This design comes from an exercise in tuning for small area on the open sky130 flow, not from production work.
Only simulation tests tie the RTL to the original design; equivalence was not proved.
No activity file was given, so power comes from the tool's default toggle rates.

==> design/flow/design.v <==
module aqtc_fcmp (
    input  wire [30:0] b,
    input  wire [30:0] a,
    input  wire        t2,
    input  wire        t3,
    output wire        gt
);
    wire [7:0]  ea = a[30:23];
    wire [7:0]  eb = b[30:23];
    wire        an = |ea;
    wire        bn = |eb;
    wire [23:0] ma = {an, a[22:0]};
    wire [23:0] mb = {bn, b[22:0]};
    wire [9:0] x = {2'b0, ea[7:1], ea[0] | ~an};
    wire [9:0] y = ~{2'b0, eb[7:1], eb[0] | ~bn};
    reg  [9:0] d; reg c; integer i;
    always @(*) begin
        c = 1'b1;
        for (i = 0; i < 10; i = i + 1) begin
            d[i] = x[i] ^ y[i] ^ c;
            c = (x[i] & y[i]) | (c & (x[i] ^ y[i]));
        end
    end
    reg [9:0] j; reg c2; reg [9:0] z;
    always @(*) begin
        z = {7'd0, 1'b1, 1'b0, t3};
        c2 = 1'b0;
        for (i = 0; i < 10; i = i + 1) begin
            j[i] = d[i] ^ z[i] ^ c2;
            c2 = (d[i] & z[i]) | (c2 & (d[i] ^ z[i]));
        end
    end
    wire        jneg = j[9];
    wire        jbig = ~j[9] & ((|j[8:3]) | (j[2] & j[1]));
    reg [25:0] mb3; reg c3;
    wire [25:0] p = {2'b0, mb}, q = {1'b0, mb, 1'b0};
    always @(*) begin
        c3 = mb[23];
        for (i = 0; i < 26; i = i + 1) begin
            mb3[i] = p[i] ^ q[i] ^ c3;
            c3 = (p[i] & q[i]) | (c3 & (p[i] ^ q[i]));
        end
    end
    wire [27:0] lh  = t2 ? {mb3, mb[22:21]} : {mb, 2'b00, mb[23:22]};
    wire        sticky = t2 ? |mb[20:0] : |mb[21:0];
    reg [27:0] r5; reg c4;
    wire [27:0] u = {3'b0, ma, 1'b1}, v = {1'b0, ma, 1'b1, 2'b0};
    always @(*) begin
        c4 = 1'b0;
        for (i = 0; i < 28; i = i + 1) begin
            r5[i] = u[i] ^ v[i] ^ c4;
            c4 = (u[i] & v[i]) | (c4 & (u[i] ^ v[i]));
        end
    end
    wire [32:0] r5s = {5'd0, r5} << j[2:0];
    wire        big = |r5s[32:28];
    wire tie = sticky | a[0];
    reg g;
    always @(*) begin
        g = tie;
        for (i = 0; i < 28; i = i + 1)
            g = r5s[i] ? (lh[i] & g) : (lh[i] | g);
    end
    assign gt = ~(&ea) & ((&eb) | jneg | (~jbig & ~big & g));
endmodule
module aqtc_td (
    input  wire        clk,
    input  wire        rst,
    input  wire        in_valid,
    input  wire [31:0] in_sample,
    output reg         out_valid,
    output reg         out_nan,
    output reg  [8:0]  out_nanidx,
    output wire        out_res,
    output wire [2:0]  out_code,
    output wire [2:0]  out_idx
);
    localparam [30:0] TD_FLOOR = 31'h3B480000;    
    function gt31;    
        input [30:0] x, y;
        integer n;
        begin
            gt31 = 1'b0;
            for (n = 0; n < 31; n = n + 1)
                gt31 = y[n] ? (x[n] & gt31) : (x[n] | gt31);
        end
    endfunction
    reg  [8:0]  r;         
    reg  [30:0] E, P, Q, H;
    reg         post, t1, t2, hi0, hi1;
    reg  [2:0]  best;
    reg         z0, z1;
    wire [30:0] mag   = in_sample[30:0];
    wire [8:0]  rn    = r + 9'd1;            
    wire        first = (r[5:0] == 6'd63);
    wire        bnd   = in_valid & (r[5:0] == 6'd62);
    wire        s_gt  = gt31(mag, E);
    wire        e_ge_fl = ~gt31(TD_FLOOR, E);
    wire [30:0] F     = s_gt ? mag : E;           
    wire [2:0]  seg   = r[8:6];                   
    wire [2:0]  ps    = first ? r[8:6] : r[8:6] - 3'd1;
    wire [30:0] cb = bnd ? F : (post ? E : P);
    wire [30:0] ca = bnd ? P : (t1 ? H : Q);
    wire        cgt;
    aqtc_fcmp u_cmp (.b(cb), .a(ca), .t2(post), .t3(bnd), .gt(cgt));
    wire        p_gt_a = gt31(P, ca);
    wire        t1c   = t1 & ps[2];
    wire        act   = (r[8] & (bnd | post)) | t1c;
    wire [2:0]  cur   = bnd ? seg : (post ? (r[7] ? 3'd3 : 3'd2) : 3'd1);
    wire        take  = act & cgt & ((best == 3'd0) | (cur < best));
    always @(posedge clk) begin
        if (in_valid)
            E <= (first | s_gt) ? mag : E;
        if (post)
            P <= E;
        if (t1 && !ps[2] && (ps == 3'd0 || p_gt_a))
            H <= P;
        if ((post && (seg == 3'd3 || seg == 3'd5)) ||
            (t2 && (ps == 3'd3 || ps == 3'd5) && p_gt_a))
            Q <= P;
        if (post && seg == 3'd3)
            best <= 3'd0;
        else if (take)
            best <= cur;
        if (post && !r[8])
            hi0 <= (seg != 3'd0 && hi0) | e_ge_fl;
        if (post && r[8])
            hi1 <= (seg != 3'd4 && hi1) | e_ge_fl;
    end
    always @(posedge clk) begin
        if (rst) begin
            r         <= 9'h1FF;
            post      <= 1'b0;
            t1        <= 1'b0;
            t2        <= 1'b0;
            out_valid <= 1'b0;
        end else begin
            if (in_valid)
                r <= rn;
            post      <= bnd;
            t1        <= post;
            t2        <= t1;
            out_valid <= t1 & (ps == 3'd7);
        end
    end
    wire       is_nan = (mag[30:23] == 8'hFF) & (|mag[22:0]);
    always @(posedge clk) begin
        if (in_valid) begin
            if (rn == 9'd0)
                z0 <= is_nan;
            if (rn == 9'd1)
                z1 <= is_nan;
            if (rn == 9'd2) begin
                out_nan    <= z0 | z1 | is_nan;
                out_nanidx <= z0 ? 9'd0 : z1 ? 9'd1 : is_nan ? 9'd2 : 9'd0;
            end else if ((rn[8:2] != 7'd0 || rn[1:0] == 2'd3) && is_nan && !out_nan) begin
                out_nan    <= 1'b1;
                out_nanidx <= rn;
            end
        end
    end
    wire       silent   = ~hi0 | ~hi1;
    assign out_res  = ~out_nan & ~silent & (best != 3'd0);
    assign out_code = out_nan ? 3'd0 : silent ? 3'd4 :
                      (best == 3'd0) ? 3'd0 : (best == 3'd1) ? 3'd1 :
                      (best[2:1] == 2'b01) ? 3'd2 : 3'd3;
    assign out_idx  = (out_nan | silent) ? 3'd0 : best;
endmodule
==> design/flow/flow/run.sh <==
#!/bin/bash
# Standard ORFS layout, with an area-oriented ABC mapping script, no
# pre-ABC adder extraction and the smallest buffer on the ports.
set -euo pipefail
here=$(pwd)
rm -rf "$here/scripts"
cp -r "$FLOW_HOME/scripts" "$here/scripts"
cp "$here/flow/abc_area.script" "$here/scripts/abc_speed.script"
export SCRIPTS_DIR="$here/scripts"
export ADDER_MAP_FILE=
export BUFFER_PORTS_ARGS="-buffer_cell sky130_fd_sc_hd__buf_1"
bash standard.sh > "$here/standard.log" 2>&1
==> design/flow/flow/abc_area.script <==
strash
balance
rewrite
refactor
balance
rewrite
rewrite -z
balance
refactor -z
rewrite -z
balance
dch -f
amap
topo
stime -c
==> design/flow/standard.sh <==
#!/bin/bash
# synth_recipe.tcl (not shown) runs the flow's synth.tcl, then flattens the netlist and writes it again
# the make line also repeats each setting of config.mk as NAME=value (left out here)
make -C /OpenROAD-flow-scripts/flow DESIGN_CONFIG=/design/flow/config.mk WORK_HOME=/design/flow/orfs CLKGATE_MAP_FILE= SYNTH_SCRIPT=/design/flow/synth_recipe.tcl "${@:-finish}"
==> design/flow/config.mk <==
export PLATFORM = sky130hd
export DESIGN_NAME = aqtc_td
export DESIGN_NICKNAME = aqtc_td
export VERILOG_FILES = /design/flow/design.v
export SDC_FILE = /design/flow/constraint.sdc
export NUM_CORES = 4
export LEC_CHECK = 0
export CAP_MARGIN = 5
export CORE_MARGIN = 2
export CORE_UTILIZATION = 65
export CTS_BUF_LIST = sky130_fd_sc_hd__clkbuf_8
export SLEW_MARGIN = 5
==> design/flow/constraint.sdc <==
create_clock -name core_clock -period 30.0 [get_ports {clk}]
set_input_delay 6.0000 -clock core_clock [delete_from_list [all_inputs] [get_ports {clk}]]
set_output_delay 6.0000 -clock core_clock [all_outputs]
set_load 0.01 [all_outputs]
==> results of run 1 <==
-- sequential cells by signal (all words and copies together), names as in the netlist --
register,count
E,31
H,31
P,31
Q,31
best,3
hi0,1
hi1,1
out_nan,1
out_nanidx,9
out_valid,1
post,1
r,9
t1,1
t2,1
z0,1
z1,1
-- power by group through the flow --
stage	sequential, mW	combinational [mW]	clock [mW]
finish	0.290	0.418	0.151
global route	0.294	0.469	0.159
CTS	0.289	0.412	0.151
floorplan	0.287	0.330	0
global placement	0.292	0.400	0
detailed placement	0.294	0.409	0
-- placed cells by master (no fill, tap or decap), drive strengths merged, types with 26 or more instances in the layout --
master / count
o22a: 48
buf: 65
nor3: 38
a21oi: 111
edfxtp: 107
nor2: 186
a22oi: 26
o21ai: 145
o21a: 48
nand2: 76
o22ai: 77
a221o: 30
dfxtp: 47
clkinv: 143
-- worst paths after layout --
kind,endpoint,start
max,best[1],in_sample[2]
max reg2reg,best[1],E[1]
min,H[0],P[0]
min reg2reg,H[0],P[0]
-- cell families (layout without fill, tap and decap cells) --
family | Yosys count | after routing | synth area share
flops | 154 | 154 | 0.425
other cells | 0 | 1 | 0
compound gates | 560 | 560 | 0.378
buf+inv | 136 | 233 | 0.0523
simple gates | 339 | 339 | 0.145
-- per-layer routing --
metal / share of wire / GRT usage
met2: 0.47 / 0.533
met4: 0.026 / 0.124
met5: 0 / 0
met3: 0.073 / 0.0485
met1: 0.43 / 0.437
-- area by class of cell --
class                   count  share of cell area
diodes                      1            0.000234
clock buffers              17              0.0218
clock inverters            15              0.0133
inverters                 136              0.0477
multi-input cells         899               0.480
flip-flops and latches    154               0.388
well taps                 184              0.0215
repair buffers             65              0.0277
-- cells in the mapped netlist, drive strengths merged --
cell type / number / area [um2]
nor2: 186 / 698
o21ai: 145 / 726
clkinv: 136 / 510
a21oi: 111 / 556
edfxtp: 107 / 3210
o22ai: 77 / 482
nand2: 76 / 285
o21a: 48 / 360
o22a: 48 / 420
dfxtp: 47 / 941
nor3: 38 / 190
a221o: 30 / 300
a22oi: 26 / 195
o221ai: 15 / 131
o32ai: 13 / 114
nand4: 12 / 75.1
nand3: 10 / 50.1
o21bai: 10 / 75.1
nor4: 9 / 56.3
o32a: 8 / 80.1
a21o: 6 / 45.0
a21boi: 4 / 30.0
or4: 4 / 30.0
a221oi: 3 / 26.3
o221a: 3 / 33.8
a211oi: 2 / 15.0
a222oi: 2 / 20.0
o31ai: 2 / 15.0
or2: 2 / 12.5
a2111o: 1 / 11.3
a2111oi: 1 / 8.76
a311oi: 1 / 8.76
a31o: 1 / 8.76
a31oi: 1 / 6.26
a32oi: 1 / 8.76
and2: 1 / 6.26
and4: 1 / 8.76
o311a: 1 / 10.0
==> impl_metrics.yaml, run 1 <==
floorplanning:
  ios: 53
  coreArea_um2: 14600
  std_cell_rows: 44
  start_util: 0.669
  die_w_um: 127
  dieArea_um2: 16000
  die_h_um: 127
grt:
  antenna_found_initial: 0
  grt_pass1_vias: 8907
  grt_pass1_wl_mm: 42.2
  grt_start_max_net_pins: 63
  gr-total-overflow: 0
  grtUsageTotal: 0.325
sta:
  rsz0062_at_grt: "no"
  slew_headroom: 0.367
  finalClockSkew_ns: 0.0101
  fin_crit_sh: 0.729
  period_minus_slack_ns: 21.88
  finalHoldViolations: 0
  setup_viol: 0
  worst_pin_slew_ns: 0.944
  finalMaxSlewViolations: 0
  setup_slack_ns: 8.12
  fin_tns_setup_ns: 0
  hold_slack_ns: 0.491
  timing.fmax_mhz: 45.7
routing:
  dr_total_vias: 9732
  ant_nets: 0
  wl_mm: 25.6
  firstDrtPassIters: 5
  vias_per_cell: 6.62
  drt_iter0_markers: 825
  route.detailed.drc: 0
  wl_per_cell_um: 17.4
cells_and_area:
  fin_area_um2: 10700
  fillCellCount: 1120
  final_layout_size_suffix_gt1_frac: 0.0435
  seqCellArea_um2: 4160
  final_core_util: 0.734
  multi_input_comb_area_um2: 5140
  final_cells: 1471
  final_nets: 1308
  area_delta_synth_final_pct: 9.71
flow_run:
  drv_cap: 0
outcome:
  outcome: "no timing/DRC/antenna violations"
place:
  dp_cells: 1438
  hpwl_mm: 17.9
  place_area_um2: 10300
  io_buffers: 51
  gp_congestion: 0.851
  place_ws_ns: 7.81
logic_synthesis:
  ys_seq_elements: 154
  synth_fp_nets: 1224
  ys_seq_area_frac: 0.425
  synth_warnings: 2
  synthCells: 1189
  synth_cell_types: 38
  syn_area_um2: 9760
  syn_avg_cell_area_um2: 8.21
cts:
  post-cts-setup-buffers: 0
  clockRootBuffer: "clkbuf_8"
  clk_pin_slew_ns: 0.09
  h-tree-depth: 4
  insertion_delay_ns: 0.47
  cts_resized: 0
  cts_tree: "yes"
  holdBufCountCts: 0
  cts.sinks: 154
  numCtsBuffers: 17
  clockBufferDepth: 2
critical_path:
  crit_type: "input pin to flip-flop"
  crit_fanout: 30
  cp.depth: 121
  crit_path_start_kind: "input pin"
  worstPathRequired_ns: 30.36
  reg2reg_slack_ns: 13.45
  max_stage_delay_ns: 0.65
  crit_slowest_cell: "clkinv_1"
  worst-path-buf-inv: 8
  cp_common_cell: "a21oi_1"
  end_kind: "flip-flop"
  crit_arrival_ns: 22.23
  reg2reg_depth: 121
  cp_top_family: "compound AO/OA/AOI/OAI gates"
power_and_ir_drop:
  total_power_mw: 0.859
  p_int_mw: 0.492
  power_frac_seq: 0.337
  clockPowerShare: 0.176
  switching_share: 0.427
  leakage_nw: 3.53
  powerDensity_nw_per_um2: 80.2
  p_comb_frac: 0.487
  max-vdd-ir-drop_mv: 0.0459
  p_sw_mw: 0.367
hold_path:
  worstHoldPathType: "flip-flop to flip-flop"
  hold_path_depth: 0
==> run 2, diff against run 1 <==
==> design/flow/config.mk (replaced) <==
export PLATFORM = sky130hd
export DESIGN_NAME = aqtc_td
export DESIGN_NICKNAME = aqtc_td
export VERILOG_FILES = /design/flow/design.v
export SDC_FILE = /design/flow/constraint.sdc
export NUM_CORES = 4
export LEC_CHECK = 0
export CAP_MARGIN = 20
export CORE_MARGIN = 2
export CORE_UTILIZATION = 60
export CTS_BUF_LIST = sky130_fd_sc_hd__clkbuf_8
export SLEW_MARGIN = 20
==> run 2 against run 1 <==
Compared with the run above:
- register-to-register slack worse by 0.10 ns
- global-route usage is 2.4 points lower
- combinational power is 1% higher
- cell count is 2.2% higher
- synthesized cell count stayed put
- die area is 8.1% higher
- count of clock-buffer cells in the layout stayed put
- sequential cell count stayed put
- critical endpoint is now best[0]
- largest cell class unchanged
==> impl_metrics.yaml, run 2 <==
sta:
  slew_headroom: 0.398
  finalMaxSlewViolations: 0
  fin_tns_setup_ns: 0
  timing.fmax_mhz: 45.5
  fin_crit_sh: 0.732
  setup_viol: 0
  finalHoldViolations: 0
  period_minus_slack_ns: 21.96
  hold_slack_ns: 0.492
  finalClockSkew_ns: 0.0167
  setup_slack_ns: 8.04
  worst_pin_slew_ns: 0.896
  rsz0062_at_grt: "no"
cts:
  clockRootBuffer: "clkbuf_8"
  h-tree-depth: 4
  clockBufferDepth: 2
  cts.sinks: 154
  holdBufCountCts: 0
  cts_tree: "yes"
  post-cts-setup-buffers: 0
  insertion_delay_ns: 0.47
  cts_resized: 0
  numCtsBuffers: 17
  clk_pin_slew_ns: 0.09
logic_synthesis:
  synth_common_cells: "nor2_1, o21ai_0, clkinv_1"
  synthCells: 1189
  async_flop_share: 0
  synth_cell_types: 38
  syn_avg_cell_area_um2: 8.21
  synth_top_area_frac: 0.329
  syn_area_um2: 9760
  synthAdderAreaFrac: 0
  ys_seq_area_frac: 0.425
  synth_mux_area_frac: 0
  synth_fp_nets: 1224
  yosysTopAreaCell: "edfxtp_1"
  synth_warnings: 2
  synth_edf_count: 107
  synthSimpleGateAreaFrac: 0.145
  synth_compound_area_frac: 0.378
  synth.most_common_cell: "nor2_1"
  synth_xor_area_frac: 0
  synth_top_family_by_area: "compound AO/OA/AOI/OAI gates"
  synth_ff_type: "edfxtp_1"
  synth_area_leaders: "edfxtp_1, dfxtp_1, o21ai_0"
  ys_seq_elements: 154
cells_and_area:
  final_cells: 1504
  seqCellArea_um2: 4160
  area_delta_synth_final_pct: 10.9
  final_layout_size_suffix_gt1_frac: 0.0450
  diodes: 0
  final_common_cell: "nor2_1"
  fillCellCount: 1360
  final_nets: 1310
  multi_input_comb_area_um2: 5140
  final_core_util: 0.682
  fin_area_um2: 10800
  final_cell_mix: "nor2_1, o21ai_0, clkinv_1"
critical_path:
  worstPathRequired_ns: 30.36
  cp_common_cell: "a21oi_1"
  crit_path_start_kind: "input pin"
  crit_slowest_cell: "a2111oi_0"
  crit_type: "input pin to flip-flop"
  rr_startpoint: "E[1]"
  crit_start: "in_sample[2]"
  crit_arrival_ns: 22.32
  end_kind: "flip-flop"
  cp-endpoint: "best[0]"
  max_stage_delay_ns: 0.66
  cp.depth: 122
  reg2reg_depth: 121
  worst-path-buf-inv: 10
  r2r_end: "best[0]"
  reg2reg_slack_ns: 13.35
  crit_fanout: 32
  cp_top_family: "compound AO/OA/AOI/OAI gates"
place:
  hpwl_mm: 18.0
  io_buffers: 51
  place_area_um2: 10400
  place_ws_ns: 7.94
  dp_cells: 1472
  gp_congestion: 0.955
routing:
  wl_mm: 26.4
  wl_per_cell_um: 17.5
  drt_iter0_markers: 803
  vias_per_cell: 6.42
  dr_total_vias: 9662
  firstDrtPassIters: 5
  route.detailed.drc: 0
  ant_nets: 0
power_and_ir_drop:
  leakage_nw: 3.56
  max-vdd-ir-drop_mv: 0.0476
  powerDensity_nw_per_um2: 81.9
  total_power_mw: 0.886
floorplanning:
  die_h_um: 132
  start_util: 0.615
  dieArea_um2: 17300
  coreArea_um2: 15900
  die_w_um: 132
  std_cell_rows: 46
  ios: 53
grt:
  grt_pass1_vias: 8485
  grtUsageTotal: 0.300
  antenna_found_initial: 0
  grt_util_met3: 0.0513
  grt_use_met1: 0.423
  grt_pass1_wl_mm: 42.0
  use_met2: 0.475
  grt_start_max_net_pins: 67
  top_usage_layer: "met2"
  gr-total-overflow: 0
outcome:
  outcome: "no timing/DRC/antenna violations"
flow_run:
  drv_cap: 0
hold_path:
  worstHoldPathType: "flip-flop to flip-flop"
-- run 2: final cells by class --
class,count,share of cell area
multi-input cells,899,0.475
well taps,216,0.0250
clock inverters,15,0.0190
clock buffers,17,0.0216
inverters,136,0.0471
repair buffers,67,0.0288
flip-flops and latches,154,0.384
-- run 2: worst min path at each step --
stage / startpoint / endpoint / slack (ns) / depth (start not counted)
final: P[7] / H[7] / 0.49 / 0
after global routing: P[0] / H[0] / 0.51 / 0
after CTS: P[26] / H[26] / 0.50 / 0
after detailed placement: P[0] / H[0] / 0.47 / 0
after global placement: P[25] / Q[25] / 0.46 / 0
after floorplan: P[0] / H[0] / 0.45 / 0
-- run 2: cells by family after synthesis --
logic type	count (synthesis)
buf+inv	136
compound gates	560
simple gates	339
flops	154
-- run 2: report_power, final --
| group | internal (mW) | switching [mW] | leakage [nW] | total [mW] |
|---|---|---|---|---|
| sequential | 0.264 | 0.0248 | 1.37 | 0.289 |
| clock | 0.0857 | 0.0897 | 0.220 | 0.175 |
| combinational | 0.163 | 0.260 | 1.98 | 0.423 |
| total | 0.512 | 0.374 | 3.56 | 0.886 |
-- run 2: layer usage --
metal | routed length [um] | part of all wire
met5 | 0 | 0
met2 | 11800 | 0.45
met4 | 639 | 0.024
met1 | 11900 | 0.45
met3 | 2100 | 0.080
==> run 3, diff against run 2 <==
--- a/design/flow/design.v
+++ b/design/flow/design.v
@@ -87,7 +87,7 @@
     endfunction
     reg  [8:0]  r;         
     reg  [30:0] E, P, Q, H;
-    reg         post, t1, t2, hi0, hi1;
+    reg         post, t1, hi0, hi1;
     reg  [2:0]  best;
     reg         z0, z1;
     wire [30:0] mag   = in_sample[30:0];
@@ -116,7 +116,7 @@
         if (t1 && !ps[2] && (ps == 3'd0 || p_gt_a))
             H <= P;
         if ((post && (seg == 3'd3 || seg == 3'd5)) ||
-            (t2 && (ps == 3'd3 || ps == 3'd5) && p_gt_a))
+            (!t1 && (ps == 3'd3 || ps == 3'd5) && p_gt_a))
             Q <= P;
         if (post && seg == 3'd3)
             best <= 3'd0;
@@ -132,14 +132,12 @@
             r         <= 9'h1FF;
             post      <= 1'b0;
             t1        <= 1'b0;
-            t2        <= 1'b0;
             out_valid <= 1'b0;
         end else begin
             if (in_valid)
                 r <= rn;
             post      <= bnd;
             t1        <= post;
-            t2        <= t1;
             out_valid <= t1 & (ps == 3'd7);
         end
     end
==> design/flow/config.mk (replaced) <==
export PLATFORM = sky130hd
export DESIGN_NAME = aqtc_td
export DESIGN_NICKNAME = aqtc_td
export VERILOG_FILES = /design/flow/design.v
export SDC_FILE = /design/flow/constraint.sdc
export NUM_CORES = 4
export LEC_CHECK = 0
export CAP_MARGIN = 5
export CORE_MARGIN = 2
export CORE_UTILIZATION = 65
export CTS_BUF_LIST = sky130_fd_sc_hd__clkbuf_8
export SLEW_MARGIN = 5
==> run 3 against run 2 <==
Compared with the run above:
- still clean on timing, DRC and antenna
- maximum frequency decreased by 4.8%
- cell area decreased by 0.88%
- worst setup slack got worse by 1.1 ns
- power increased by 9.6%
- largest cell class unchanged
- largest power group unchanged
==> impl_metrics.yaml, run 3 <==
logic_synthesis:
  syn_area_um2: 9740
  yosysTopAreaCell: "edfxtp_1"
  syn_avg_cell_area_um2: 8.26
  synth_edf_count: 107
  synth_warnings: 2
  synth_ff_type: "edfxtp_1"
  synth_fp_nets: 1214
  synth_top_area_frac: 0.330
  async_flop_share: 0
  synth.most_common_cell: "nor2_1"
  synth_common_cells: "nor2_1, clkinv_1, o21ai_0"
  synth_area_leaders: "edfxtp_1, dfxtp_1, o21ai_0"
  ys_seq_elements: 153
  ys_seq_area_frac: 0.424
  synth_cell_types: 40
  synthCells: 1179
floorplanning:
  start_util: 0.668
  die_w_um: 126
  dieArea_um2: 16000
  coreArea_um2: 14600
  ios: 53
  std_cell_rows: 44
  die_h_um: 126
cts:
  post-cts-setup-buffers: 0
  clk_pin_slew_ns: 0.09
  numCtsBuffers: 17
  h-tree-depth: 4
  holdBufCountCts: 0
  clockBufferDepth: 2
  cts_resized: 0
  clockRootBuffer: "clkbuf_8"
  insertion_delay_ns: 0.47
  cts.sinks: 153
  cts_tree: "yes"
sta:
  fin_crit_sh: 0.769
  rsz0062_at_grt: "no"
  period_minus_slack_ns: 23.06
  setup_viol: 0
  finalHoldViolations: 0
  worst_pin_slew_ns: 1.23
  fin_tns_setup_ns: 0
  setup_slack_ns: 6.94
  finalClockSkew_ns: 0.0168
  slew_headroom: 0.181
  finalMaxSlewViolations: 0
  timing.fmax_mhz: 43.4
cells_and_area:
  fin_area_um2: 10700
  final_common_cell: "nor2_1"
  final_layout_size_suffix_gt1_frac: 0.0454
  final_cell_mix: "nor2_1, clkinv_1, o21ai_0"
  final_nets: 1300
  area_delta_synth_final_pct: 10.2
  fillCellCount: 1151
routing:
  vias_per_cell: 6.58
  firstDrtPassIters: 6
  route.detailed.drc: 0
  wl_mm: 25.7
  dr_total_vias: 9629
  ant_nets: 0
  drt_iter0_markers: 1072
  wl_per_cell_um: 17.6
critical_path:
  crit_path_start_kind: "input pin"
  end_kind: "flip-flop"
  crit_fanout: 32
  max_stage_delay_ns: 0.94
  cp_top_family: "compound AO/OA/AOI/OAI gates"
  worstPathRequired_ns: 30.38
  worst-path-buf-inv: 9
  crit_type: "input pin to flip-flop"
  crit_arrival_ns: 23.44
  cp_common_cell: "a21oi_1"
  crit_slowest_cell: "a2111oi_0"
power_and_ir_drop:
  max-vdd-ir-drop_mv: 0.0469
  powerDensity_nw_per_um2: 90.5
  total_power_mw: 0.972
  leakage_nw: 3.53
hold_path:
  worstHoldPathType: "flip-flop to flip-flop"
grt:
  grt_pass1_wl_mm: 42.8
  grtUsageTotal: 0.329
  grt_start_max_net_pins: 65
  grt_pass1_vias: 8862
  gr-total-overflow: 0
  antenna_found_initial: 1
place:
  gp_congestion: 0.895
  hpwl_mm: 17.7
  io_buffers: 51
  place_area_um2: 10300
  place_ws_ns: 6.92
outcome:
  outcome: "no timing/DRC/antenna violations"
flow_run:
  drv_cap: 0
[run 3: changes by cell type after synthesis, moves of 5 or more]
cell	before	now
o21ai_0	145	134
nor2_1	186	172
a21oi_1	111	116
nand3_1	10	5
[run 3: path summary, 6_finish.rpt]
check | from | to | cells after the start | slack [ns]
setup / recovery | in_sample[2] | best[1] | 122 | 6.94
setup reg to reg | E[1] | best[1] | 122 | 12.27
hold reg to reg | P[13] | Q[13] | 0 | 0.49
hold / removal | P[13] | Q[13] | 0 | 0.49
[run 3: cells by family after synthesis]
logic type	after synthesis	share of synthesized area
AOI/OAI and AO/OA	568	0.386
and+or+nand+nor	319	0.136
DFF	153	0.424
buffers and inverters	139	0.0536
[run 3: through the flow]
step	utilization	hold slack [ns]	cells
4_1_cts	0.736	0.484	1462
3_3_place_gp	0.708	0.459	1430
6_report	0.736	0.494	1463
5_1_grt	0.736	0.492	1462
2_1_floorplan	-	0.450	1179
3_5_place_dp	0.708	0.474	1430
[run 3: per-layer routing]
layer | part of all wire | up-vias | GRT usage
met1 | 0.44 | 4391 | 0.445
met5 | 0 | - | 0
li1 | - | 4804 | -
met3 | 0.070 | 54 | 0.0506
met2 | 0.46 | 380 | 0.541
met4 | 0.024 | 0 | 0.115
[run 3: power by group]
group | total [mW] | internal, mW | switching (mW)
Sequential | 0.297 | 0.271 | 0.0268
Combinational | 0.511 | 0.197 | 0.313
Clock | 0.163 | 0.0781 | 0.0854
Total | 0.972 | 0.546 | 0.426
[run 3: worst reg2reg max path, delay by kind of cell, from the launching register on]
kind                   cells  cell delay (ns)
AO/OA/AOI/OAI             86            11.44
buffers and inverters      8             2.77
AND/OR/NAND/NOR           28             3.09
flip-flops                 1             0.37
[run 3: final cells by class]
cell class | count | area, um2 | share of cell area
Clock buffer | 18 | 248 | 0.0231
Antenna cell | 1 | 2.50 | 0.000233
Multi-Input combinational cell | 887 | 5120 | 0.478
Timing Repair Buffer | 67 | 312 | 0.0290
Sequential cell | 153 | 4140 | 0.385
Tap cell | 184 | 230 | 0.0215
Clock inverter | 14 | 159 | 0.0148
Inverter | 139 | 522 | 0.0486
==> run 4, diff against run 3 <==
==> design/flow/flow/abc_area.script (replaced) <==
strash
balance
rewrite
refactor
balance
rewrite
rewrite -z
balance
refactor -z
rewrite -z
balance
&get -n
&dc2
&put
balance
rewrite
refactor
balance
rewrite
rewrite -z
balance
refactor -z
rewrite -z
balance
&get -n
&dc2
&put
balance
rewrite
refactor
balance
rewrite
rewrite -z
balance
refactor -z
rewrite -z
balance
resub -K 8
resub -K 10 -N 2
dch -f
amap
topo
stime -c
==> run 4 against run 3 <==
Compared with the run above:
- worst setup slack better by 3.5 ns
- maximum frequency up 18%
- clock skew down 0.0042 ns
==> impl_metrics.yaml, run 4 <==
outcome:
  outcome: "no timing/DRC/antenna violations"
floorplanning:
  coreArea_um2: 14400
  die_h_um: 125
  start_util: 0.662
  std_cell_rows: 44
  dieArea_um2: 15700
  ios: 53
  die_w_um: 125
power_and_ir_drop:
  powerDensity_nw_per_um2: 97.7
  max-vdd-ir-drop_mv: 0.0457
  leakage_nw: 3.48
  total_power_mw: 1.03
critical_path:
  crit_arrival_ns: 19.89
  crit_path_start_kind: "input pin"
  worstPathRequired_ns: 30.36
  cp_common_cell: "nor2_1"
  max_stage_delay_ns: 0.63
  crit_slowest_cell: "clkinv_1"
  crit_fanout: 41
  cp_top_family: "compound AO/OA/AOI/OAI gates"
  end_kind: "flip-flop"
  worst-path-buf-inv: 10
  crit_type: "input pin to flip-flop"
cells_and_area:
  final_layout_size_suffix_gt1_frac: 0.0449
  final_cell_mix: "nor2_1, a21oi_1, edfxtp_1"
  final_nets: 1246
  diodes: 0
  area_delta_synth_final_pct: 10.2
  final_common_cell: "nor2_1"
cts:
  holdBufCountCts: 0
  post-cts-setup-buffers: 0
  cts_resized: 0
  clockBufferDepth: 2
  clk_pin_slew_ns: 0.09
  cts.sinks: 153
  numCtsBuffers: 17
  h-tree-depth: 4
  clockRootBuffer: "clkbuf_8"
  cts_tree: "yes"
  insertion_delay_ns: 0.47
logic_synthesis:
  async_flop_share: 0
  synth_common_cells: "nor2_1, a21oi_1, edfxtp_1"
  synth_warnings: 2
  syn_area_um2: 9550
  synth_top_area_frac: 0.336
  ys_seq_elements: 153
  synth_edf_count: 107
  yosysTopAreaCell: "edfxtp_1"
  syn_avg_cell_area_um2: 8.48
  synth.most_common_cell: "nor2_1"
  synth_cell_types: 41
  synth_area_leaders: "edfxtp_1, dfxtp_1, nor2_1"
  synth_fp_nets: 1162
  synthCells: 1127
  ys_seq_area_frac: 0.433
  synth_ff_type: "edfxtp_1"
routing:
  vias_per_cell: 6.67
  route.detailed.drc: 0
  wl_per_cell_um: 17.8
  dr_total_vias: 9391
  firstDrtPassIters: 5
  drt_iter0_markers: 855
  ant_nets: 0
  wl_mm: 25.0
sta:
  hold_slack_ns: 0.497
  setup_viol: 0
  setup_slack_ns: 10.47
  finalClockSkew_ns: 0.0126
  finalMaxSlewViolations: 0
  slew_headroom: 0.210
  timing.fmax_mhz: 51.2
  worst_pin_slew_ns: 1.18
  finalHoldViolations: 0
  rsz0062_at_grt: "no"
  fin_crit_sh: 0.651
  fin_tns_setup_ns: 0
  period_minus_slack_ns: 19.53
place:
  hpwl_mm: 17.1
  place_ws_ns: 10.11
  io_buffers: 51
  gp_congestion: 0.882
hold_path:
  worstHoldPathType: "flip-flop to flip-flop"
grt:
  grtUsageTotal: 0.320
  grt_pass1_vias: 8593
  antenna_found_initial: 0
  grt_start_max_net_pins: 69
  grt_pass1_wl_mm: 41.2
  gr-total-overflow: 0
flow_run:
  drv_cap: 0
run 4: cell count changes after synthesis, sizes merged, moves of 6 or more:
cell    change
clkinv     -46
o21ai      -37
a221oi     +27
a221o      -21
nor2       +17
o21a       -13
a22oi      -11
o221ai     +10
o21bai      +8
o22ai       -8
nand2       +6
run 4: final cells by class:
class                      instances  area, um2
inverter                          93        349
tap                              184        230
clock buffer                      17        234
clock inverter                    15        163
multi-input combinational        881       5120
fill                            1196       3890
sequential                       153       4140
timing repair buffer              65        297
run 4: final timing paths:
check | slack (ns) | cells after the start | end | start
max | 10.47 | 101 | best[0] | in_sample[1]
min reg2reg | 0.50 | 0 | Q[0] | P[0]
max reg2reg | 15.65 | 101 | best[0] | E[1]
min | 0.50 | 0 | Q[0] | P[0]
run 4: metal layers:
layer | routed length (um) | global-route usage
met1 | 11000 | 0.441
met2 | 11800 | 0.520
met3 | 1770 | 0.0539
met4 | 480 | 0.107
met5 | 0 | 0
run 4: report_power, final:
part / internal [mW] / switching (mW)
Clock: 0.0756 / 0.0867
Combinational: 0.222 / 0.336
Sequential: 0.274 / 0.0348
run 4: stage by stage:
step / util / instances / instance area (um2)
4_1_cts: 0.730 / 1408 / 10500
5_1_grt: 0.730 / 1408 / 10500
2_1_floorplan: - / 1127 / 9550
3_5_place_dp: 0.703 / 1376 / 10100
3_3_place_gp: 0.703 / 1376 / 10100
6_report: 0.730 / 1408 / 10500
run 4: logic make-up after synthesis:
logic type | Yosys count | synth area share
buf+inv | 93 | 0.0365
flops | 153 | 0.433
simple gates | 353 | 0.156
compound gates | 528 | 0.374
==> run 5, diff against run 4 <==
--- a/design/flow/config.mk
+++ b/design/flow/config.mk
@@ -5,8 +5,9 @@
 export SDC_FILE = /design/flow/constraint.sdc
 export NUM_CORES = 4
 export LEC_CHECK = 0
-export CAP_MARGIN = 5
+export CAP_MARGIN = 0
 export CORE_MARGIN = 2
 export CORE_UTILIZATION = 65
 export CTS_BUF_LIST = sky130_fd_sc_hd__clkbuf_8
-export SLEW_MARGIN = 5
+export GPL_TIMING_DRIVEN = 0
+export SLEW_MARGIN = 0
==> run 5 against run 4 <==
Compared with the run above:
- still clean
- power increased by 1.5%
- worst setup slack got worse by 1.7 ns
- cell count up 0.28%
- via count increased by 1.6%
- cell area grew 1.9%
- wire length rose by 1.6%
- clock power about the same
- first-iteration DRC count rose by 15%
- clock skew decreased by 0.0043 ns
- maximum frequency shrank 8.2%
- synthesized cell count unchanged
- sequential cell count did not move
- critical endpoint unchanged
- largest power group unchanged
==> impl_metrics.yaml, run 5 <==
outcome:
  outcome: "no timing/DRC/antenna violations"
cells_and_area:
  final_cell_mix: "nor2_1, a21oi_1, edfxtp_1"
  final_core_util: 0.744
  area_delta_synth_final_pct: 12.3
  final_cells: 1412
  final_nets: 1250
  final_layout_size_suffix_gt1_frac: 0.0480
  diodes: 0
  fillCellCount: 1115
  final_common_cell: "nor2_1"
cts:
  h-tree-depth: 4
  insertion_delay_ns: 0.48
  numCtsBuffers: 17
  clockBufferDepth: 2
  cts.sinks: 153
  clk_pin_slew_ns: 0.08
  holdBufCountCts: 0
  cts_tree: "yes"
  post-cts-setup-buffers: 0
  cts_resized: 0
  clockRootBuffer: "clkbuf_8"
grt:
  grt_pass1_vias: 8712
  antenna_found_initial: 0
  grt_start_max_net_pins: 80
  gr-total-overflow: 0
  grtUsageTotal: 0.326
  grt_pass1_wl_mm: 42.0
critical_path:
  cp_common_cell: "nor2_1"
  r2r_end: "best[0]"
  end_kind: "flip-flop"
  worstPathRequired_ns: 30.38
  crit_fanout: 26
  crit_path_start_kind: "input pin"
  max_stage_delay_ns: 0.92
  rr_startpoint: "E[0]"
  crit_slowest_cell: "nor4_1"
  crit_arrival_ns: 21.65
  crit_type: "input pin to flip-flop"
  reg2reg_depth: 99
  reg2reg_slack_ns: 14.03
hold_path:
  hp-start: "P[0]"
  worstHoldPathType: "flip-flop to flip-flop"
  hold_path_depth: 0
  whs_endpoint: "H[0]"
logic_synthesis:
  synth_fp_nets: 1162
  async_flop_share: 0
  ys_seq_elements: 153
  synth_cell_types: 41
  synthCells: 1127
  syn_avg_cell_area_um2: 8.48
  synth_edf_count: 107
  synth_top_area_frac: 0.336
  synth.most_common_cell: "nor2_1"
  ys_seq_area_frac: 0.433
  synth_warnings: 2
  yosysTopAreaCell: "edfxtp_1"
  syn_area_um2: 9550
  synth_ff_type: "edfxtp_1"
  synth_area_leaders: "edfxtp_1, dfxtp_1, nor2_1"
  synth_common_cells: "nor2_1, a21oi_1, edfxtp_1"
flow_run:
  drv_cap: 0
power_and_ir_drop:
  powerDensity_nw_per_um2: 97.3
  max-vdd-ir-drop_mv: 0.0442
  leakage_nw: 3.56
routing:
  vias_per_cell: 6.75
  wl_mm: 25.4
  route.detailed.drc: 0
  drt_iter0_markers: 982
  wl_per_cell_um: 18.0
  dr_total_vias: 9537
  ant_nets: 0
  firstDrtPassIters: 6
floorplanning:
  die_w_um: 125
  die_h_um: 125
  dieArea_um2: 15700
  start_util: 0.662
  ios: 53
  coreArea_um2: 14400
  std_cell_rows: 44
sta:
  worst_pin_slew_ns: 1.19
  timing.fmax_mhz: 47.0
  fin_tns_setup_ns: 0
  finalMaxSlewViolations: 0
  slew_headroom: 0.202
  fin_crit_sh: 0.709
  period_minus_slack_ns: 21.27
  finalClockSkew_ns: 0.00829
  setup_viol: 0
  finalHoldViolations: 0
  rsz0062_at_grt: "no"
place:
  dp_cells: 1378
  gp_congestion: 0.899
  hpwl_mm: 18.1
  io_buffers: 51
run 5: cells by family after synthesis:
| logic type | synth area share |
|---|---|
| compound gates | 0.374 |
| buf+inv | 0.0365 |
| flops | 0.433 |
| simple gates | 0.156 |
run 5: cell type report:
cell class | instances | area, um2 | area share
clock buffer | 17 | 234 | 0.0218
clock inverter | 15 | 174 | 0.0162
inverter | 93 | 350 | 0.0326
multi-input combinational | 881 | 5120 | 0.477
sequential | 153 | 4140 | 0.386
tap | 184 | 230 | 0.0215
timing repair buffer | 69 | 483 | 0.0450
run 5: where the power goes:
group	leakage (nW)	internal, mW	switching, mW
registers	1.37	0.274	0.0346
clock network	0.208	0.0821	0.0826
logic	1.98	0.230	0.341
run 5: per-stage QoR:
stage | setup WS, ns | hold WS [ns] | cell area (um2) | power (mW)
global placement | 0.189 | 0.462 | 9980 | 0.843
detailed placement | 7.82 | 0.470 | 10300 | 0.869
floorplan | 7.74 | 0.450 | 9550 | 0.743
finish | 8.73 | 0.500 | 10700 | 1.04
global route | 7.01 | 0.516 | 10700 | 1.13
CTS | 8.24 | 0.502 | 10700 | 1.03
run 5: worst max-delay path by stage:
stage,to,slack (ns),depth (start not counted),start
after floorplan,best[0],7.74,60,in_valid
after CTS,best[0],8.24,100,in_sample[0]
after global placement,best[0],0.19,61,in_valid
after global routing,best[2],7.01,101,in_sample[0]
after detailed placement,best[0],7.82,100,in_sample[0]
final,best[0],8.73,101,in_sample[0]
run 5: routing by layer:
metal  track usage  part of all wire
met1         0.446              0.43
met2         0.529              0.48
met3        0.0552             0.077
met4         0.114             0.019
met5             0                 0
run 5: worst max-delay path: cells and delay by family:
kind | cells | cell delay, ns
buf+inv | 9 | 2.59
simple gates | 34 | 4.81
compound gates | 58 | 8.23
==> run 6, diff against run 5 <==
==> design/flow/flow/abc_area.script (replaced) <==
strash
balance
rewrite
refactor
balance
rewrite
rewrite -z
balance
refactor -z
rewrite -z
balance
dch -f
amap
topo
stime -c
==> design/flow/config.mk (replaced) <==
export PLATFORM = sky130hd
export DESIGN_NAME = aqtc_td
export DESIGN_NICKNAME = aqtc_td
export VERILOG_FILES = /design/flow/design.v
export SDC_FILE = /design/flow/constraint.sdc
export NUM_CORES = 4
export LEC_CHECK = 0
export CAP_MARGIN = 5
export CORE_MARGIN = 2
export CORE_UTILIZATION = 65
export CTS_BUF_LIST = sky130_fd_sc_hd__clkbuf_4 sky130_fd_sc_hd__clkbuf_8
export SLEW_MARGIN = 5
==> run 6 against run 5 <==
Compared with the run above:
- highest routed layer unchanged
- critical path type unchanged
- wire length increased by 1.3%
- count of clock-buffer cells in the layout increased by 1
- hold slack got worse by 0.0064 ns
- power decreased by 6.9%
- still clean on timing, DRC and antenna
- via count increased by 0.96%
==> impl_metrics.yaml, run 6 <==
critical_path:
  worst-path-buf-inv: 9
  crit_arrival_ns: 23.44
  reg2reg_depth: 122
  max_stage_delay_ns: 0.94
  cp_common_cell: "a21oi_1"
  end_kind: "flip-flop"
  r2r_end: "best[1]"
  reg2reg_slack_ns: 12.27
  rr_startpoint: "E[1]"
  crit_slowest_cell: "a2111oi_0"
  worstPathRequired_ns: 30.38
  crit_type: "input pin to flip-flop"
  cp_top_family: "compound AO/OA/AOI/OAI gates"
  crit_path_start_kind: "input pin"
  crit_fanout: 32
cts:
  cts_tree: "yes"
  holdBufCountCts: 0
  clk_pin_slew_ns: 0.09
  post-cts-setup-buffers: 0
  clockRootBuffer: "clkbuf_8"
  cts.sinks: 153
  numCtsBuffers: 17
  clockBufferDepth: 2
  insertion_delay_ns: 0.47
  cts_resized: 0
  h-tree-depth: 4
logic_synthesis:
  syn_avg_cell_area_um2: 8.26
  synth.most_common_cell: "nor2_1"
  synthCells: 1179
  yosysTopAreaCell: "edfxtp_1"
  ys_seq_elements: 153
  ys_seq_area_frac: 0.424
  syn_area_um2: 9740
  synth_common_cells: "nor2_1, clkinv_1, o21ai_0"
  synth_top_area_frac: 0.330
  synth_ff_type: "edfxtp_1"
  synth_edf_count: 107
  async_flop_share: 0
  synth_warnings: 2
  synth_cell_types: 40
  synth_area_leaders: "edfxtp_1, dfxtp_1, o21ai_0"
  synth_fp_nets: 1214
routing:
  route.detailed.drc: 0
  firstDrtPassIters: 6
  vias_per_cell: 6.58
  wl_mm: 25.7
  wl_met1_mm: 11.4
  drt_iter0_markers: 1072
  met2_wirelength_mm: 11.9
  wl_per_cell_um: 17.6
  top_layer_used: "met4"
  dr_total_vias: 9629
  ant_nets: 0
  wl_met3_mm: 1.81
floorplanning:
  coreArea_um2: 14600
  ios: 53
  die_h_um: 126
  std_cell_rows: 44
  dieArea_um2: 16000
  die_w_um: 126
  start_util: 0.668
grt:
  gr-total-overflow: 0
  grt_pass1_vias: 8862
  grt_start_max_net_pins: 65
  grt_pass1_wl_mm: 42.8
  antenna_found_initial: 1
  grtUsageTotal: 0.329
cells_and_area:
  final_cell_mix: "nor2_1, clkinv_1, o21ai_0"
  final_layout_size_suffix_gt1_frac: 0.0454
  final_core_util: 0.736
  fillCellCount: 1151
  final_nets: 1300
  final_common_cell: "nor2_1"
  multi_input_comb_area_um2: 5120
  area_delta_synth_final_pct: 10.2
  seqCellArea_um2: 4140
  fin_area_um2: 10700
hold_path:
  hold_path_depth: 0
  worstHoldPathType: "flip-flop to flip-flop"
  hp-start: "P[13]"
  whs_endpoint: "Q[13]"
sta:
  finalClockSkew_ns: 0.0168
  fin_tns_setup_ns: 0
  setup_viol: 0
  timing.fmax_mhz: 43.4
  fin_crit_sh: 0.769
  finalHoldViolations: 0
  rsz0062_at_grt: "no"
  period_minus_slack_ns: 23.06
  worst_pin_slew_ns: 1.23
  finalMaxSlewViolations: 0
  slew_headroom: 0.181
power_and_ir_drop:
  leakage_nw: 3.53
  powerDensity_nw_per_um2: 90.5
  max-vdd-ir-drop_mv: 0.0469
place:
  hpwl_mm: 17.7
  place_area_um2: 10300
  io_buffers: 51
  gp_congestion: 0.895
outcome:
  outcome: "no timing/DRC/antenna violations"
flow_run:
  drv_cap: 0
==> run 6: worst register-to-register path, delay by kind of cell (launching register included) <==
kind                   cells  cell delay (ns)
buffers and inverters      8             2.77
flip-flops                 1             0.37
AO/OA/AOI/OAI             86            11.44
AND/OR/NAND/NOR           28             3.09
==> run 6: how the worst max path moves through the flow <==
stage / startpoint / end / slack (ns) / cells after the start
after floorplan: in_sample[2] / best[1] / 7.26 / 116
after global placement: in_sample[2] / best[1] / 7.34 / 122
after detailed placement: in_sample[2] / best[1] / 6.92 / 122
after CTS: in_sample[2] / best[1] / 7.31 / 122
after global routing: in_sample[2] / best[1] / 4.94 / 122
final: in_sample[2] / best[1] / 6.94 / 122
==> run 6: cell type report <==
cell class	count	share of cell area
Sequential cell	153	0.385
Timing Repair Buffer	67	0.0290
Multi-Input combinational cell	887	0.478
Clock inverter	14	0.0148
Inverter	139	0.0486
Tap cell	184	0.0215
Clock buffer	18	0.0231
Antenna cell	1	0.000233
==> run 6: power by group <==
part           total (mW)  switching (mW)  internal (mW)  leakage, nW
sequential          0.297          0.0268          0.271         1.37
combinational       0.511           0.313          0.197         1.96
clock               0.163          0.0854         0.0781        0.201
==> run 6: through the flow <==
step	hold WS, ns	total power, mW	worst slack (ns)	cells
final	0.494	0.972	6.94	1463
after global routing	0.492	1.05	4.94	1462
after CTS	0.484	0.963	7.31	1462
after detailed placement	0.474	0.800	6.92	1430
after global placement	0.459	0.788	7.34	1430
after floorplan	0.450	0.696	7.26	1179
==> run 6: cells by family after synthesis <==
| group | synth area share |
|---|---|
| AOI/OAI and AO/OA | 0.386 |
| buffers and inverters | 0.0536 |
| and+or+nand+nor | 0.136 |
| DFF | 0.424 |
==> run 6: routing by layer <==
metal | up-vias | track usage
li1 | 4804 | -
met1 | 4391 | 0.445
met2 | 380 | 0.541
met3 | 54 | 0.0506
met4 | 0 | 0.115
met5 | - | 0
==> run 7, diff against run 6 <==
--- a/design/flow/design.v
+++ b/design/flow/design.v
@@ -70,7 +70,7 @@
     input  wire [31:0] in_sample,
     output reg         out_valid,
     output reg         out_nan,
-    output reg  [8:0]  out_nanidx,
+    output wire [8:0]  out_nanidx,
     output wire        out_res,
     output wire [2:0]  out_code,
     output wire [2:0]  out_idx
@@ -113,7 +113,9 @@
             E <= (first | s_gt) ? mag : E;
         if (post)
             P <= E;
-        if (t1 && !ps[2] && (ps == 3'd0 || p_gt_a))
+        if (nan_cap)
+            H[8:0] <= nan_j;
+        else if (t1 && !ps[2] && !out_nan && (ps == 3'd0 || p_gt_a))
             H <= P;
         if ((post && (seg == 3'd3 || seg == 3'd5)) ||
             (!t1 && (ps == 3'd3 || ps == 3'd5) && p_gt_a))
@@ -141,22 +143,24 @@
             out_valid <= t1 & (ps == 3'd7);
         end
     end
-    wire       is_nan = (mag[30:23] == 8'hFF) & (|mag[22:0]);
+    wire       is_nan  = (mag[30:23] == 8'hFF) & (|mag[22:0]);
+    wire       at2     = (rn == 9'd2);
+    wire       nan_cap = in_valid & (at2 ? (z0 | z1 | is_nan) :
+                         ((rn[8:2] != 7'd0 || rn[1:0] == 2'd3) && is_nan && !out_nan));
+    wire [8:0] nan_j   = at2 ? {7'd0, ~z0 & ~z1, ~z0 & z1} : rn;
     always @(posedge clk) begin
         if (in_valid) begin
             if (rn == 9'd0)
                 z0 <= is_nan;
             if (rn == 9'd1)
                 z1 <= is_nan;
-            if (rn == 9'd2) begin
-                out_nan    <= z0 | z1 | is_nan;
-                out_nanidx <= z0 ? 9'd0 : z1 ? 9'd1 : is_nan ? 9'd2 : 9'd0;
-            end else if ((rn[8:2] != 7'd0 || rn[1:0] == 2'd3) && is_nan && !out_nan) begin
-                out_nan    <= 1'b1;
-                out_nanidx <= rn;
-            end
+            if (at2)
+                out_nan <= z0 | z1 | is_nan;
+            else if (nan_cap)
+                out_nan <= 1'b1;
         end
     end
+    assign out_nanidx = out_nan ? H[8:0] : 9'd0;
     wire       silent   = ~hi0 | ~hi1;
     assign out_res  = ~out_nan & ~silent & (best != 3'd0);
     assign out_code = out_nan ? 3'd0 : silent ? 3'd4 :
==> design/flow/flow/abc_area.script (replaced) <==
strash
balance
rewrite
refactor
balance
rewrite
rewrite -z
balance
refactor -z
rewrite -z
balance
&get -n
&dc2
&put
balance
rewrite
refactor
balance
rewrite
rewrite -z
balance
refactor -z
rewrite -z
balance
&get -n
&dc2
&put
balance
rewrite
refactor
balance
rewrite
rewrite -z
balance
refactor -z
rewrite -z
balance
resub -K 8
resub -K 10 -N 2
dch -f
amap
topo
stime -c
==> design/flow/config.mk (replaced) <==
export PLATFORM = sky130hd
export DESIGN_NAME = aqtc_td
export DESIGN_NICKNAME = aqtc_td
export VERILOG_FILES = /design/flow/design.v
export SDC_FILE = /design/flow/constraint.sdc
export NUM_CORES = 4
export LEC_CHECK = 0
export CAP_MARGIN = 0
export CORE_MARGIN = 2
export CORE_UTILIZATION = 65
export CTS_BUF_LIST = sky130_fd_sc_hd__clkbuf_8
export SLEW_MARGIN = 0
==> run 7 against run 6 <==
Compared with the run above:
- still clean on timing, DRC and antenna
- power rose by 7.9%
- combinational power rose by 21%
- non-clock buffer count fell by 4
- maximum frequency rose by 7.9%
- via count fell by 0.47%
- worst setup slack improved by 1.7 ns
- die area fell by 3.1%
- first-iteration DRC count fell by 14%
- critical path depth fell by 20
- sequential cell count fell by 9
- critical path type unchanged
- largest power group unchanged
==> impl_metrics.yaml, run 7 <==
outcome:
  outcome: "no timing/DRC/antenna violations"
critical_path:
  cp_common_cell: "nor2_1"
  crit_type: "input pin to flip-flop"
  crit_start: "in_sample[0]"
  max_stage_delay_ns: 0.93
  crit_path_start_kind: "input pin"
  crit_fanout: 47
  worstPathRequired_ns: 30.38
  rr_startpoint: "E[1]"
  crit_arrival_ns: 21.75
  end_kind: "flip-flop"
  crit_slowest_cell: "nor2_1"
logic_synthesis:
  synth_common_cells: "nor2_1, a21oi_1, o21ai_0"
  synth_edf_count: 98
  ys_seq_elements: 144
  synth_fp_nets: 1187
  synth_top_area_frac: 0.312
  synth_warnings: 2
  ys_seq_area_frac: 0.410
  synth_cell_types: 43
  async_flop_share: 0
  syn_area_um2: 9430
  synth.most_common_cell: "nor2_1"
  yosysTopAreaCell: "edfxtp_1"
  synth_ff_type: "edfxtp_1"
  syn_avg_cell_area_um2: 8.19
  synth_area_leaders: "edfxtp_1, dfxtp_1, nor2_1"
  synthCells: 1152
floorplanning:
  die_w_um: 124
  std_cell_rows: 44
  ios: 53
  start_util: 0.656
  dieArea_um2: 15500
  die_h_um: 124
  coreArea_um2: 14400
cells_and_area:
  seqCellArea_um2: 3860
  area_delta_synth_final_pct: 9.52
  final_common_cell: "nor2_1"
  multi_input_comb_area_um2: 5250
  fillCellCount: 1164
  diodes: 0
  final_core_util: 0.719
  final_layout_size_suffix_gt1_frac: 0.0393
  fin_area_um2: 10300
  final_nets: 1269
  final_cell_mix: "nor2_1, a21oi_1, o21ai_0"
cts:
  holdBufCountCts: 0
  clockBufferDepth: 2
  cts_resized: 0
  clk_pin_slew_ns: 0.08
  h-tree-depth: 4
  post-cts-setup-buffers: 0
  insertion_delay_ns: 0.47
  clockRootBuffer: "clkbuf_8"
  numCtsBuffers: 17
  cts.sinks: 144
  cts_tree: "yes"
power_and_ir_drop:
  powerDensity_nw_per_um2: 102
  power_frac_seq: 0.281
  p_int_mw: 0.571
  p_sw_mw: 0.478
  leakage_nw: 3.43
  clockPowerShare: 0.131
  p_comb_frac: 0.588
  switching_share: 0.455
  max-vdd-ir-drop_mv: 0.0532
sta:
  slew_headroom: 0.184
  finalMaxSlewViolations: 0
  finalHoldViolations: 0
  finalClockSkew_ns: 0.0137
  setup_viol: 0
  rsz0062_at_grt: "no"
  timing.fmax_mhz: 46.8
  worst_pin_slew_ns: 1.22
  setup_slack_ns: 8.63
  period_minus_slack_ns: 21.37
  fin_crit_sh: 0.712
  fin_tns_setup_ns: 0
  hold_slack_ns: 0.468
hold_path:
  worstHoldPathType: "flip-flop to flip-flop"
  hp-start: "P[0]"
routing:
  wl_per_cell_um: 17.6
  drt_iter0_markers: 917
  ant_nets: 0
  vias_per_cell: 6.70
  route.detailed.drc: 0
  dr_total_vias: 9584
  wl_mm: 25.2
  firstDrtPassIters: 5
grt:
  grt_pass1_wl_mm: 41.5
  grtUsageTotal: 0.330
  grt_pass1_vias: 8677
  gr-total-overflow: 0
  antenna_found_initial: 1
  grt_start_max_net_pins: 72
place:
  place_ws_ns: 8.44
  hpwl_mm: 17.7
  io_buffers: 51
  place_area_um2: 9990
  gp_congestion: 0.919
flow_run:
  drv_cap: 0
==> run 7: cell count changes after synthesis, moves of 8 or more <==
cell      change
clkinv_1     -44
a221o_1      -23
a221oi_1     +28
o221ai_1     +11
nor2_1       +20
o21ai_0      -32
nand2_1      +17
edfxtp_1      -9
o22ai_1       -8
o21a_1       -14
==> run 7: power groups by stage <==
| stage | Sequential [mW] | Clock (mW) | Combinational [mW] |
|---|---|---|---|
| finish | 0.295 | 0.138 | 0.616 |
| global route | 0.301 | 0.146 | 0.694 |
| CTS | 0.294 | 0.139 | 0.606 |
| detailed placement | 0.298 | 0 | 0.603 |
| global placement | 0.296 | 0 | 0.591 |
| floorplan | 0.290 | 0 | 0.488 |
==> run 7: logic make-up after synthesis <==
logic type,count (synthesis),synth area share
AO/OA/AOI/OAI,538,0.384
buffers and inverters,95,0.0378
flip-flops,144,0.410
AND/OR/NAND/NOR,375,0.169
==> run 7: per-stage QoR <==
stage | instances | total power [mW]
floorplan | 1152 | 0.778
global placement | 1399 | 0.887
detailed placement | 1399 | 0.901
CTS | 1431 | 1.04
global route | 1431 | 1.14
finish | 1431 | 1.05
==> run 7: worst max-delay path: cells and delay by family <==
family          cells  cell delay, ns
compound gates     61            7.96
simple gates       33            5.09
buf+inv             8            2.66
==> run 7: path summary, 6_finish.rpt <==
check,depth (start not counted),slack [ns],to
worst min register to register,0,0.47,Q[0]
worst min-delay path,0,0.47,Q[0]
worst max register to register,102,14.05,best[1]
worst max-delay path,102,8.63,best[1]
==> run 7: routing by layer <==
metal | vias up | routed length (um) | GRT usage
li1 | 4718 | - | -
met1 | 4398 | 10700 | 0.432
met2 | 395 | 11700 | 0.528
met3 | 71 | 2030 | 0.0825
met4 | 2 | 728 | 0.130
met5 | - | 7 | 0
==> run 7: cell type report <==
class,instances,share of cell area
sequential,144,0.374
multi-input combinational,913,0.508
inverter,95,0.0345
clock buffer,17,0.0226
tap,184,0.0223
clock inverter,15,0.0108
timing repair buffer,63,0.0272
==> run 8, diff against run 7 <==
--- a/design/flow/config.mk
+++ b/design/flow/config.mk
@@ -5,8 +5,8 @@
 export SDC_FILE = /design/flow/constraint.sdc
 export NUM_CORES = 4
 export LEC_CHECK = 0
-export CAP_MARGIN = 0
+export CAP_MARGIN = 5
 export CORE_MARGIN = 2
 export CORE_UTILIZATION = 65
 export CTS_BUF_LIST = sky130_fd_sc_hd__clkbuf_8
-export SLEW_MARGIN = 0
+export SLEW_MARGIN = 5
==> run 8 against run 7 <==
Compared with the run above:
- maximum frequency stayed put
- first-iteration DRC count unchanged
- die area did not move
- sequential cell count unchanged
- critical endpoint unchanged
- largest power group unchanged
==> impl_metrics.yaml, run 8 <==
outcome:
  outcome: "no timing/DRC/antenna violations"
cts:
  h-tree-depth: 4
  post-cts-setup-buffers: 0
  cts_resized: 0
  holdBufCountCts: 0
  cts.sinks: 144
  clockRootBuffer: "clkbuf_8"
  cts_tree: "yes"
  clockBufferDepth: 2
  numCtsBuffers: 17
  clk_pin_slew_ns: 0.08
  insertion_delay_ns: 0.47
cells_and_area:
  diodes: 0
  area_delta_synth_final_pct: 9.52
  final_common_cell: "nor2_1"
  final_cell_mix: "nor2_1, a21oi_1, o21ai_0"
  final_layout_size_suffix_gt1_frac: 0.0393
  final_core_util: 0.719
  final_nets: 1269
  fillCellCount: 1164
logic_synthesis:
  async_flop_share: 0
  syn_area_um2: 9430
  ys_seq_elements: 144
  synth_ff_type: "edfxtp_1"
  syn_avg_cell_area_um2: 8.19
  synth_edf_count: 98
  synth_common_cells: "nor2_1, a21oi_1, o21ai_0"
  synthCells: 1152
  synth_area_leaders: "edfxtp_1, dfxtp_1, nor2_1"
  synth_top_area_frac: 0.312
  synth_warnings: 2
  synth_fp_nets: 1187
  yosysTopAreaCell: "edfxtp_1"
  synth_cell_types: 43
  synth.most_common_cell: "nor2_1"
  ys_seq_area_frac: 0.410
sta:
  hold_slack_ns: 0.468
  worst_pin_slew_ns: 1.22
  timing.fmax_mhz: 46.8
  fin_crit_sh: 0.712
  finalMaxSlewViolations: 0
  finalHoldViolations: 0
  finalClockSkew_ns: 0.0137
  setup_viol: 0
  slew_headroom: 0.184
  setup_slack_ns: 8.63
  rsz0062_at_grt: "no"
  period_minus_slack_ns: 21.37
  fin_tns_setup_ns: 0
critical_path:
  rr_startpoint: "E[1]"
  crit_path_start_kind: "input pin"
  cp_top_family: "compound AO/OA/AOI/OAI gates"
  worst-path-buf-inv: 8
  end_kind: "flip-flop"
  worstPathRequired_ns: 30.38
  reg2reg_depth: 102
  max_stage_delay_ns: 0.93
  cp_common_cell: "nor2_1"
  r2r_end: "best[1]"
  crit_arrival_ns: 21.75
  reg2reg_slack_ns: 14.05
  crit_slowest_cell: "nor2_1"
  cp.depth: 102
  crit_fanout: 47
  crit_type: "input pin to flip-flop"
floorplanning:
  die_h_um: 124
  dieArea_um2: 15500
  die_w_um: 124
  std_cell_rows: 44
  ios: 53
  start_util: 0.656
  coreArea_um2: 14400
hold_path:
  worstHoldPathType: "flip-flop to flip-flop"
  hp-start: "P[0]"
  whs_endpoint: "Q[0]"
  hold_path_depth: 0
routing:
  vias_per_cell: 6.70
  drt_iter0_markers: 917
  dr_total_vias: 9584
  firstDrtPassIters: 5
  wl_per_cell_um: 17.6
  ant_nets: 0
  route.detailed.drc: 0
  wl_mm: 25.2
grt:
  antenna_found_initial: 1
  grt_pass1_wl_mm: 41.5
  grt_start_max_net_pins: 72
  grt_pass1_vias: 8677
  grtUsageTotal: 0.330
  gr-total-overflow: 0
power_and_ir_drop:
  leakage_nw: 3.43
  max-vdd-ir-drop_mv: 0.0532
  total_power_mw: 1.05
  powerDensity_nw_per_um2: 102
place:
  gp_congestion: 0.919
  io_buffers: 51
  hpwl_mm: 17.7
  place_ws_ns: 8.44
flow_run:
  drv_cap: 0
-- run 8: cell type report --
class                   count  area, um2  share of cell area
clock inverters            15        111              0.0108
clock buffers              17        234              0.0226
repair buffers             63        282              0.0272
multi-input cells         913       5250               0.508
inverters                  95        357              0.0345
flip-flops and latches    144       3860               0.374
well taps                 184        230              0.0223
-- run 8: cell families (layout without fill, tap and decap cells) --
logic type      count (synthesis)  count (layout)  share of synthesized area
compound gates                538             538                      0.384
buf+inv                        95             190                     0.0378
flops                         144             144                      0.410
simple gates                  375             375                      0.169
-- run 8: worst max-delay path by stage --
stage	from	end	slack (ns)
finish	in_sample[0]	best[1]	8.63
global route	in_sample[0]	best[1]	6.49
CTS	in_sample[0]	best[1]	8.91
detailed placement	in_sample[0]	best[1]	8.44
global placement	in_sample[0]	best[1]	8.63
floorplan	in_valid	best[1]	8.85
-- run 8: power by group --
part	total [mW]	leakage [nW]	internal [mW]	switching (mW)
Sequential	0.295	1.29	0.261	0.0334
Clock	0.138	0.186	0.0635	0.0743
Combinational	0.616	1.95	0.246	0.370
Total	1.05	3.43	0.571	0.478
-- run 8: per-stage QoR --
stage / instance area [um2] / instances
detailed placement: 9990 / 1399
CTS: 10300 / 1431
global placement: 9990 / 1399
floorplan: 9430 / 1152
finish: 10300 / 1431
global route: 10300 / 1431
-- run 8: worst reg2reg max path: cells and delay by family (launching register included) --
family	cells	cell delay, ns
and+or+nand+nor	34	5.15
DFF	1	0.36
buffers and inverters	7	2.44
AOI/OAI and AO/OA	61	7.88
-- run 8: per-layer routing --
layer	wire length (um)	vias to the layer above	GRT usage	share of wire
met5	7	-	0	0.00028
met4	728	2	0.130	0.029
met3	2030	71	0.0825	0.080
met2	11700	395	0.528	0.47
met1	10700	4398	0.432	0.43
li1	-	4718	-	-
==> run 9, diff against run 8 <==
--- a/design/flow/config.mk
+++ b/design/flow/config.mk
@@ -7,6 +7,6 @@
 export LEC_CHECK = 0
 export CAP_MARGIN = 5
 export CORE_MARGIN = 2
-export CORE_UTILIZATION = 65
+export CORE_UTILIZATION = 50
 export CTS_BUF_LIST = sky130_fd_sc_hd__clkbuf_8
 export SLEW_MARGIN = 5
==> run 9 against run 8 <==
Compared with the run above:
- still clean
- hold slack worse by 0.015 ns
- sequential share of layout area decreased by 0.23 points
- first-iteration DRC count fell by 30%
- area after synthesis unchanged
- register-to-register slack improved by 0.16 ns
- clock power fell by 4%
- maximum frequency rose by 1.7%
- cell area rose by 0.63%
- global-route usage decreased by 5.8 points
- largest power group unchanged
- highest routed layer is now met4
==> impl_metrics.yaml, run 9 <==
outcome:
  outcome: "no timing/DRC/antenna violations"
routing:
  wl_mm: 27.0
  vias_per_cell: 6.32
  firstDrtPassIters: 5
  dr_total_vias: 9383
  drt_iter0_markers: 638
  wl_per_cell_um: 18.2
  ant_nets: 0
  route.detailed.drc: 0
logic_synthesis:
  ys_seq_elements: 144
  synth_warnings: 2
  synthCells: 1152
  yosysTopAreaCell: "edfxtp_1"
  synth_edf_count: 98
  synth_fp_nets: 1187
  synth_cell_types: 43
  synth.most_common_cell: "nor2_1"
  async_flop_share: 0
  synth_area_leaders: "edfxtp_1, dfxtp_1, nor2_1"
  syn_avg_cell_area_um2: 8.19
  synth_top_area_frac: 0.312
  ys_seq_area_frac: 0.410
  synth_ff_type: "edfxtp_1"
  syn_area_um2: 9430
  synth_common_cells: "nor2_1, a21oi_1, o21ai_0"
cts:
  cts.sinks: 144
  cts_resized: 0
  post-cts-setup-buffers: 0
  numCtsBuffers: 17
  h-tree-depth: 4
  cts_tree: "yes"
  insertion_delay_ns: 0.45
  clockRootBuffer: "clkbuf_8"
  holdBufCountCts: 0
  clk_pin_slew_ns: 0.09
  clockBufferDepth: 2
place:
  dp_cells: 1452
  hpwl_mm: 19.0
  io_buffers: 51
  place_area_um2: 10100
  gp_congestion: 0.845
  place_ws_ns: 8.62
critical_path:
  end_kind: "flip-flop"
  crit_slowest_cell: "clkinv_1"
  crit_fanout: 29
  max_stage_delay_ns: 0.64
  cp_common_cell: "nor2_1"
  crit_path_start_kind: "input pin"
  crit_type: "input pin to flip-flop"
  reg2reg_slack_ns: 14.21
  worstPathRequired_ns: 30.36
  crit_arrival_ns: 21.37
cells_and_area:
  final_layout_size_suffix_gt1_frac: 0.0416
  area_delta_synth_final_pct: 10.2
  final_nets: 1272
  diodes: 0
  final_common_cell: "nor2_1"
  final_cell_mix: "nor2_1, a21oi_1, o21ai_0"
  final_cells: 1484
  fin_area_um2: 10400
grt:
  grt_pass1_vias: 8437
  gr-total-overflow: 0
  antenna_found_initial: 0
  grtUsageTotal: 0.272
  grt_pass1_wl_mm: 43.0
  grt_start_max_net_pins: 63
floorplanning:
  coreArea_um2: 18600
  die_w_um: 141
  std_cell_rows: 50
  die_h_um: 141
  ios: 53
  dieArea_um2: 20000
  start_util: 0.508
sta:
  rsz0062_at_grt: "no"
  worst_pin_slew_ns: 0.993
  fin_crit_sh: 0.700
  slew_headroom: 0.334
  setup_slack_ns: 8.99
  hold_slack_ns: 0.453
  timing.fmax_mhz: 47.6
  finalClockSkew_ns: 0.0133
  period_minus_slack_ns: 21.01
  setup_viol: 0
  fin_tns_setup_ns: 0
  finalMaxSlewViolations: 0
  finalHoldViolations: 0
hold_path:
  worstHoldPathType: "flip-flop to flip-flop"
power_and_ir_drop:
  p_sw_mw: 0.483
  power_frac_seq: 0.281
  max-vdd-ir-drop_mv: 0.0507
  p_int_mw: 0.563
  switching_share: 0.461
  p_comb_frac: 0.592
  leakage_nw: 3.44
  powerDensity_nw_per_um2: 101
  clockPowerShare: 0.127
flow_run:
  drv_cap: 0
## run 9: cell counts after synthesis
No cell type changed its count.
## run 9: routing by layer
layer	vias to the layer above	GRT usage	share of wire
met5	-	0	0
met4	0	0.0911	0.020
met3	30	0.0398	0.049
met2	259	0.449	0.46
met1	4374	0.368	0.47
li1	4720	-	-
## run 9: metrics by stage
stage,total power [mW],util
3_5_place_dp,0.909,0.542
6_report,1.05,0.560
5_1_grt,1.14,0.560
3_3_place_gp,0.901,0.542
2_1_floorplan,0.778,-
4_1_cts,1.04,0.560
## run 9: critical path, delay by kind of cell
kind	cells	cell delay (ns)
AO/OA/AOI/OAI	61	9.10
buffers and inverters	9	2.85
AND/OR/NAND/NOR	31	3.37
## run 9: power groups by stage
stage | combinational, mW | sequential [mW] | clock [mW]
2_1_floorplan | 0.488 | 0.290 | 0
3_3_place_gp | 0.604 | 0.297 | 0
3_5_place_dp | 0.611 | 0.298 | 0
4_1_cts | 0.614 | 0.294 | 0.135
5_1_grt | 0.696 | 0.300 | 0.142
6_report | 0.620 | 0.294 | 0.133
## run 9: final timing paths
kind / startpoint / end / cells past startpoint
min: P[0] / Q[0] / 0
max: in_sample[2] / best[1] / 101
min reg2reg: P[0] / Q[0] / 0
max reg2reg: E[1] / best[1] / 101
## run 9: cell families (layout without fill, tap and decap cells)
group / count (synthesis) / in the layout / share of synthesized area
simple gates: 375 / 375 / 0.169
buf+inv: 95 / 193 / 0.0378
flops: 144 / 144 / 0.410
compound gates: 538 / 538 / 0.384
## run 9: layout make-up
type	count	area [um2]
clock buffers	17	234
clock inverters	15	86.3
inverters	95	357
flip-flops and latches	144	3860
fillers	1841	8180
well taps	234	293
multi-input cells	913	5260
repair buffers	66	304

Re-timed with assumed drivers on the ports (clkbuf_16 on the clock, buf_2 on other inputs), run 9 has 9.013 ns of setup slack against 8.988 ns with ideal ports, and 8.520 ns once port delays also move by the mid clock arrival of 0.493 ns.
